From an optimization exercise on the open Yosys and OpenROAD flow, aimed at small area and a short achievable clock period; shortcuts taken in it are not production practice.
RTL that was checked went through simulation tests only; none was proved equivalent to the original.
Power is estimated from default activity; no workload was simulated.

== main ==
==> module qd256, before the edit <==
module qd256 (
    input  wire       clk,
    input  wire       rst,
    input  wire       cmd_valid,
    input  wire [2:0] cmd_op,
    input  wire [7:0] cmd_a,
    input  wire [7:0] cmd_b,
    output reg        res_valid,
    output reg  [7:0] res,
    output wire       err
);
    reg [7:0] acc;
    reg       err_q;
    wire       use_acc = cmd_op[2];                  
    wire       inv     = ~(cmd_op[0] ^ cmd_op[2]);   
    wire       no_b    = cmd_op[1];                  
    wire [7:0] l    = use_acc ? acc : cmd_a;
    wire [7:0] r    = no_b ? 8'h00 : cmd_b;
    wire       jl   = l[7];
    wire       sub  = jl | inv;                      
    wire       cin  = jl;                            
    wire       nout = inv & ~jl;                     
    wire       flip = jl & (r[0] ^ (inv & l[0]));    
    wire [6:0] ro   = r[6:0] ^ {7{sub}};
    wire [7:0] c;
    assign c[0] = cin;
    genvar i;
    generate
        for (i = 0; i < 7; i = i + 1) begin : g_add
            assign c[i+1] = (l[i] & ro[i]) | (c[i] & (l[i] | ro[i]));
        end
    endgenerate
    wire [6:0] sum  = l[6:0] ^ ro ^ c[6:0];
    wire [6:0] k    = sum ^ {7{nout}} ^ {flip, 6'd0};
    wire [7:0] out  = {jl ^ r[7], k};
    wire       emits = cmd_op[2] ? ~cmd_op[1] : (cmd_op[1] ^ cmd_op[0]);
    always @(posedge clk) begin
        if (rst) begin
            acc       <= 8'h00;
            err_q     <= 1'b0;
            res_valid <= 1'b0;
        end else begin
            res_valid <= cmd_valid & emits;
            if (cmd_valid) begin
                case (cmd_op)
                    3'b011: acc <= 8'h00;
                    3'b100: acc <= out;
                    3'b101: acc <= cmd_b;
                    default: ;
                endcase
                if (cmd_op[2] & cmd_op[1])
                    err_q <= 1'b1;
            end
        end
    end
    always @(posedge clk)
        res <= out;
    assign err = err_q;
endmodule
export LEC_CHECK = 0
export CAP_MARGIN = 20
export CORE_MARGIN = 2
export CORE_UTILIZATION = 40
export SLEW_MARGIN = 20
create_clock -name core_clock -period 10.0 [get_ports {clk}]
standard.sh (not shown) runs the stock make flow with config.mk's settings and CLKGATE_MAP_FILE= SYNTH_SCRIPT=/design/flow/synth_recipe.tcl, a recipe that flattens the netlist after the stock synthesis.
==> flow/flow/run.sh <==
#!/bin/bash
# Own layout flow: the standard flow (standard synthesis unchanged) with
# smaller port buffers and a tighter internal setup target for repair_timing.
set -euo pipefail
cd "$(dirname "${BASH_SOURCE[0]}")/.."
KNOBS=$(cat flow/knobs.txt)
# shellcheck disable=SC2086
bash standard.sh $KNOBS \
  "BUFFER_PORTS_ARGS=-buffer_cell sky130_fd_sc_hd__buf_1" finish > make_finish.log 2>&1
==> flow/flow/knobs.txt <==
SETUP_SLACK_MARGIN=6.5
Inputs modified between main and the feature branch:
--- a/flow/design.v
+++ b/flow/design.v
@@ -18,18 +18,15 @@
     wire [7:0] r    = no_b ? 8'h00 : cmd_b;
     wire       jl   = l[7];
-    wire       sub  = jl | inv;                      
-    wire       cin  = jl;                            
-    wire       nout = inv & ~jl;                     
-    wire       flip = jl & (r[0] ^ (inv & l[0]));    
-    wire [6:0] ro   = r[6:0] ^ {7{sub}};
-    wire [7:0] c;
-    assign c[0] = cin;
-    genvar i;
-    generate
-        for (i = 0; i < 7; i = i + 1) begin : g_add
-            assign c[i+1] = (l[i] & ro[i]) | (c[i] & (l[i] | ro[i]));
-        end
-    endgenerate
-    wire [6:0] sum  = l[6:0] ^ ro ^ c[6:0];
+    wire       sub  = jl | inv;
+    wire       cin  = jl;
+    wire       nout = inv & ~jl;
+    wire       flip = jl & (r[0] ^ (inv & l[0]));
+    wire [6:0] ro = r[6:0] ^ {7{sub}};
+    wire [6:0] lo = l[6:0];
+    wire [7:0] g0 = {lo & ro, cin};
+    wire [7:0] p0 = {lo ^ ro, 1'b0};
+    wire [7:0] s8 = {lo, cin} + {ro, cin};
+    wire [6:0] cc = s8[7:1] ^ p0[7:1];
+    wire [6:0] sum = p0[7:1] ^ cc;
     wire [6:0] k    = sum ^ {7{nout}} ^ {flip, 6'd0};
     wire [7:0] out  = {jl ^ r[7], k};
[summary]
- The run showing the smaller maximum operating frequency is main.
- The feature branch ends up with higher area of the core region than main does.
- Between main and the feature branch, the average cell area after synthesis is higher for main.
- Taking main as the reference point, the area overhead of the layout relative to synthesis of the feature branch rises by 0.69 points.
- Higher via count of the first global-routing pass among main and the feature branch: the feature branch
- Changes observed in the feature branch relative to main: worst reg-to-reg setup slack went up; final wirelength went up about 24%; total of endpoints with negative setup slack in the final report was more or less identical.
Function not checked in main: the RTL went through the layout flow alone.

---

Another version of the RTL of qd256 (not shown whole).
Size in the first run: ~140 cells after synthesis, about 18 flip-flops, roughly 32 I/O pins.
==> flow/design.v (excerpt) <==
module qd256 (
    input  wire       clk,
    input  wire       rst,
    input  wire       cmd_valid,
    input  wire [2:0] cmd_op,
    input  wire [7:0] cmd_a,
    input  wire [7:0] cmd_b,
    output reg        res_valid,
    output reg  [7:0] res,
    output wire       err
);
==> module qd256, before the edit <==
module qd256 (
    input  wire       clk,
    input  wire       rst,
    input  wire       cmd_valid,
    input  wire [2:0] cmd_op,
    input  wire [7:0] cmd_a,
    input  wire [7:0] cmd_b,
    output reg        res_valid,
    output reg  [7:0] res,
    output wire       err
);
    reg [7:0] acc;
    reg       err_q;
    wire       use_acc = cmd_op[2];                  
    wire       inv     = ~(cmd_op[0] ^ cmd_op[2]);   
    wire       no_b    = cmd_op[1];                  
    wire [7:0] l    = use_acc ? acc : cmd_a;
    wire [7:0] r    = no_b ? 8'h00 : cmd_b;
    wire       jl   = l[7];
    wire       sub  = jl | inv;                      
    wire       cin  = jl;                            
    wire       nout = inv & ~jl;                     
    wire       flip = jl & (r[0] ^ (inv & l[0]));    
    wire [6:0] sum  = l[6:0] + (r[6:0] ^ {7{sub}}) + {6'd0, cin};
    wire [6:0] k    = sum ^ {7{nout}} ^ {flip, 6'd0};
    wire [7:0] out  = {jl ^ r[7], k};
    wire       emits = cmd_op[2] ? ~cmd_op[1] : (cmd_op[1] ^ cmd_op[0]);
    always @(posedge clk) begin
        if (rst) begin
            acc       <= 8'h00;
            err_q     <= 1'b0;
            res_valid <= 1'b0;
        end else begin
            res_valid <= cmd_valid & emits;
            if (cmd_valid) begin
                case (cmd_op)
                    3'b011: acc <= 8'h00;
                    3'b100: acc <= out;
                    3'b101: acc <= cmd_b;
                    default: ;
                endcase
                if (cmd_op[2] & cmd_op[1])
                    err_q <= 1'b1;
            end
        end
    end
    always @(posedge clk)
        res <= out;
    assign err = err_q;
endmodule
clock: 10.0 ns
lec_check: 0
cap_margin: 20
core_margin: 2
core_utilization: 40
slew_margin: 20
run.sh (not shown) runs the stock make flow with config.mk's settings and CLKGATE_MAP_FILE= SYNTH_SCRIPT=/design/flow/synth_recipe.tcl, a recipe that flattens the netlist after the stock synthesis.
Stock flow here: none of the scripts above is used.
Change:
--- a/flow/design.v
+++ b/flow/design.v
@@ -20,9 +20,18 @@
     wire       sub  = jl | inv;                      
     wire       cin  = jl;                            
     wire       nout = inv & ~jl;                     
     wire       flip = jl & (r[0] ^ (inv & l[0]));    
-    wire [6:0] sum  = l[6:0] + (r[6:0] ^ {7{sub}}) + {6'd0, cin};
+    wire [6:0] ro   = r[6:0] ^ {7{sub}};
+    wire [7:0] c;
+    assign c[0] = cin;
+    genvar i;
+    generate
+        for (i = 0; i < 7; i = i + 1) begin : g_add
+            assign c[i+1] = (l[i] & ro[i]) | (c[i] & (l[i] | ro[i]));
+        end
+    endgenerate
+    wire [6:0] sum  = l[6:0] ^ ro ^ c[6:0];
     wire [6:0] k    = sum ^ {7{nout}} ^ {flip, 6'd0};
     wire [7:0] out  = {jl ^ r[7], k};
     wire       emits = cmd_op[2] ? ~cmd_op[1] : (cmd_op[1] ^ cmd_op[0]);
     always @(posedge clk) begin
Sequential power went down by about 1%. Setup slack loses 390 ps. Total power went down by about 11%. Sequential share of layout area went up by 1.9 points. Routed wire length went down by about 15%. Fmax went down by about 6.5%. Cell count went down by 14%. First-iteration DRC count went down by 48%. Clock-buffer cell count went down by 1. Area after synthesis went down by 8.7%. Via count went down by 17%. Global-route usage went down by 0.37 points. Die area went down by 8.2%. Cell area went down by 8.2%.
Function not checked in the second run of this note: the RTL went through the layout flow alone.

---

qd256, a different RTL version from the one above (not shown whole).
Size in the first run: roughly 120 cells after synthesis, about 32 I/O pins, roughly 940 sq um of cells after synthesis.
==> module qd256, before the edit <==
module qd256 (
    input  wire       clk,
    input  wire       rst,
    input  wire       cmd_valid,
    input  wire [2:0] cmd_op,
    input  wire [7:0] cmd_a,
    input  wire [7:0] cmd_b,
    output reg        res_valid,
    output reg  [7:0] res,
    output wire       err
);
    reg [7:0] acc;
    reg       err_q;
    wire       use_acc = cmd_op[2];                  
    wire       inv     = ~(cmd_op[0] ^ cmd_op[2]);   
    wire       no_b    = cmd_op[1];                  
    wire [7:0] l    = use_acc ? acc : cmd_a;
    wire [7:0] r    = no_b ? 8'h00 : cmd_b;
    wire       jl   = l[7];
    wire       sub  = jl | inv;                      
    wire       cin  = jl;                            
    wire       nout = inv & ~jl;                     
    wire       flip = jl & (r[0] ^ (inv & l[0]));    
    wire [6:0] ro   = r[6:0] ^ {7{sub}};
    wire [7:0] s8   = {l[6:0], cin} + {ro, cin};
    wire [6:0] k    = s8[7:1] ^ {7{nout}} ^ {flip, 6'd0};
    wire [7:0] out  = {jl ^ r[7], k};
    wire       emits = cmd_op[2] ? ~cmd_op[1] : (cmd_op[1] ^ cmd_op[0]);
    wire       v_enc = cmd_valid & (cmd_op == 3'b100);
    wire       v_dec = cmd_valid & (cmd_op == 3'b101);
    wire       v_clr = cmd_valid & (cmd_op == 3'b011);
    wire       hold  = ~(v_enc | v_dec | v_clr);
    wire [7:0] acc_d = ({8{v_enc}} & out) | ({8{v_dec}} & cmd_b) | ({8{hold}} & acc);
    always @(posedge clk) begin
        if (rst) begin
            acc       <= 8'h00;
            err_q     <= 1'b0;
            res_valid <= 1'b0;
        end else begin
            res_valid <= cmd_valid & emits;
            acc       <= acc_d;
            if (cmd_valid & cmd_op[2] & cmd_op[1])
                err_q <= 1'b1;
        end
    end
    always @(posedge clk)
        res <= out;
    assign err = err_q;
endmodule
==> flow/config.mk <==
export PLATFORM = sky130hd
export DESIGN_NAME = qd256
export DESIGN_NICKNAME = qd256
export VERILOG_FILES = /design/flow/design.v
export SDC_FILE = /design/flow/constraint.sdc
export NUM_CORES = 4
export LEC_CHECK = 0
export ABC_AREA = 1
export CAP_MARGIN = 20
export CORE_AREA = 2 2 61 61
export DIE_AREA = 0 0 63 63
export SLEW_MARGIN = 20
==> flow/constraint.sdc <==
create_clock -name core_clock -period 10.0 [get_ports {clk}]
set_input_delay 2.0000 -clock core_clock [delete_from_list [all_inputs] [get_ports {clk}]]
set_output_delay 2.0000 -clock core_clock [all_outputs]
set_load 0.01 [all_outputs]
standard.sh (not shown) runs the stock make flow with config.mk's settings and CLKGATE_MAP_FILE= SYNTH_SCRIPT=/design/flow/synth_recipe.tcl, a recipe that flattens the netlist after the stock synthesis.
==> flow/flow/run.sh <==
#!/bin/bash
# Own layout flow: the standard synthesis unchanged, then the logic
# between the registers re-mapped for area by OpenROAD's restructure (ABC),
# then the standard layout with plain buf_1 port buffers and an internal
# setup target for repair_timing (flow/knobs.txt); CTS adds no dummy load cells.
set -euo pipefail
cd "$(dirname "${BASH_SOURCE[0]}")/.."
KNOBS=$(cat flow/knobs.txt)
RES=$PWD/orfs/results/$FLOW_PLATFORM/qd256/base
bash standard.sh synth > make_synth.log 2>&1
mkdir -p rmp_work
LIB=$FLOW_HOME/platforms/$FLOW_PLATFORM/lib/sky130_fd_sc_hd__tt_025C_1v80.lib
python3 flow/libfilter.py "$LIB" rmp_work/rmp.lib 'sky130_fd_sc_hd__probe*' 'sky130_fd_sc_hd__lpflow_*'
RES=$RES LIB=$LIB RMP_LIB=$PWD/rmp_work/rmp.lib \
  openroad -no_init -exit flow/rmp.tcl > openroad_rmp.log 2>&1
# shellcheck disable=SC2086
bash standard.sh $KNOBS \
  "BUFFER_PORTS_ARGS=-buffer_cell sky130_fd_sc_hd__buf_1" \
  "CTS_ARGS=-sink_clustering_enable -repair_clock_nets -dont_use_dummy_load" \
  finish > make_finish.log 2>&1
Other scripts of this flow, unchanged in this note and not shown: flow/flow/knobs.txt, flow/flow/libfilter.py, flow/flow/rmp.tcl
Then changed:
--- a/flow/design.v
+++ b/flow/design.v
@@ -17,13 +17,18 @@
     wire [7:0] l    = use_acc ? acc : cmd_a;
     wire [7:0] r    = no_b ? 8'h00 : cmd_b;
     wire       jl   = l[7];
-    wire       sub  = jl | inv;                      
-    wire       cin  = jl;                            
-    wire       nout = inv & ~jl;                     
-    wire       flip = jl & (r[0] ^ (inv & l[0]));    
-    wire [6:0] ro   = r[6:0] ^ {7{sub}};
-    wire [7:0] s8   = {l[6:0], cin} + {ro, cin};
-    wire [6:0] k    = s8[7:1] ^ {7{nout}} ^ {flip, 6'd0};
+    wire       sub  = cmd_op[2] ? (acc[7] | cmd_op[0]) : (cmd_a[7] | cmd_op[1]);
+    wire       cin  = jl;
+    wire       nout = inv & ~jl;
+    wire       flip = jl & (r[0] ^ (inv & l[0]));
+    wire [6:0] ro = r[6:0] ^ {7{sub}};
+    wire [6:0] lo = l[6:0];
+    wire [7:0] g0 = {lo & ro, cin};
+    wire [7:0] p0 = {lo ^ ro, 1'b0};
+    wire [7:0] s8 = {lo, cin} + {ro, cin};
+    wire [6:0] cc = s8[7:1] ^ p0[7:1];
+    wire [6:0] sum = p0[7:1] ^ cc;
+    wire [6:0] k    = sum ^ {7{nout}} ^ {flip, 6'd0};
     wire [7:0] out  = {jl ^ r[7], k};
     wire       emits = cmd_op[2] ? ~cmd_op[1] : (cmd_op[1] ^ cmd_op[0]);
     wire       v_enc = cmd_valid & (cmd_op == 3'b100);
After rerunning: Clock-buffer cell count is unchanged. Sequential share of layout area drops by 1.3 points. Power climbs by 3.5%. Routed wire length grows by 7.8%. Die area does not change. Non-clock buffer count fell by 1. Final area rose by 5.0%. Maximum frequency drops by 0.58%. Final cell count grows by 9.7%. Via count came out higher by 7.8%.
No functional check of the RTL was part of any run of this note.

-- what the ideal ports hide --
No port has a modelled driver above. Below, the same layouts with a new extraction and two added sets of constraints. Step 1 (the two cells are an assumption about what drives the block):
set clk [get_ports {clk}]
set_driving_cell -lib_cell sky130_fd_sc_hd__clkbuf_16 $clk
set_driving_cell -lib_cell sky130_fd_sc_hd__buf_2 [delete_from_list [all_inputs] $clk]
Step 2 adds t to the input delays and takes it off the output delays; t is the mean of the earliest and latest rising clock arrival at the registers after step 1. Input paths then give back, and output paths get back, about the clock's delay inside the block. a / b / c = ideal / step 1 / step 2; a / b = the first two.
| run | t (ns) | setup WS [ns] | clock arrival spread, ns | cell pins on the clock port's net |
|---|---|---|---|---|
| main | 0.319 | 5.004 / 4.966 / 4.647 | 0.006 / 0.006 | 1 |
| the feature branch | 0.316 | 6.175 / 6.174 / 5.858 | 0.001 / 0.001 | 1 |
| the first run of note 2 | 0.315 | 4.423 / 4.419 / 4.104 | 0.002 / 0.002 | 1 |
| the second run of note 2 | 0.309 | 4.038 / 4.033 / 3.724 | 0.002 / 0.002 | 1 |
| the first run of note 3 | 0.305 | 5.646 / 5.636 / 5.331 | 0.017 / 0.016 | 1 |
| the second run of note 3 | 0.313 | 5.621 / 5.624 / 5.311 | 0.007 / 0.008 | 1 |
After both steps every run listed still meets setup and hold. For main, which loses most, drivers alone change the setup slack by -0.038 ns; drivers and shift together by -0.357 ns.
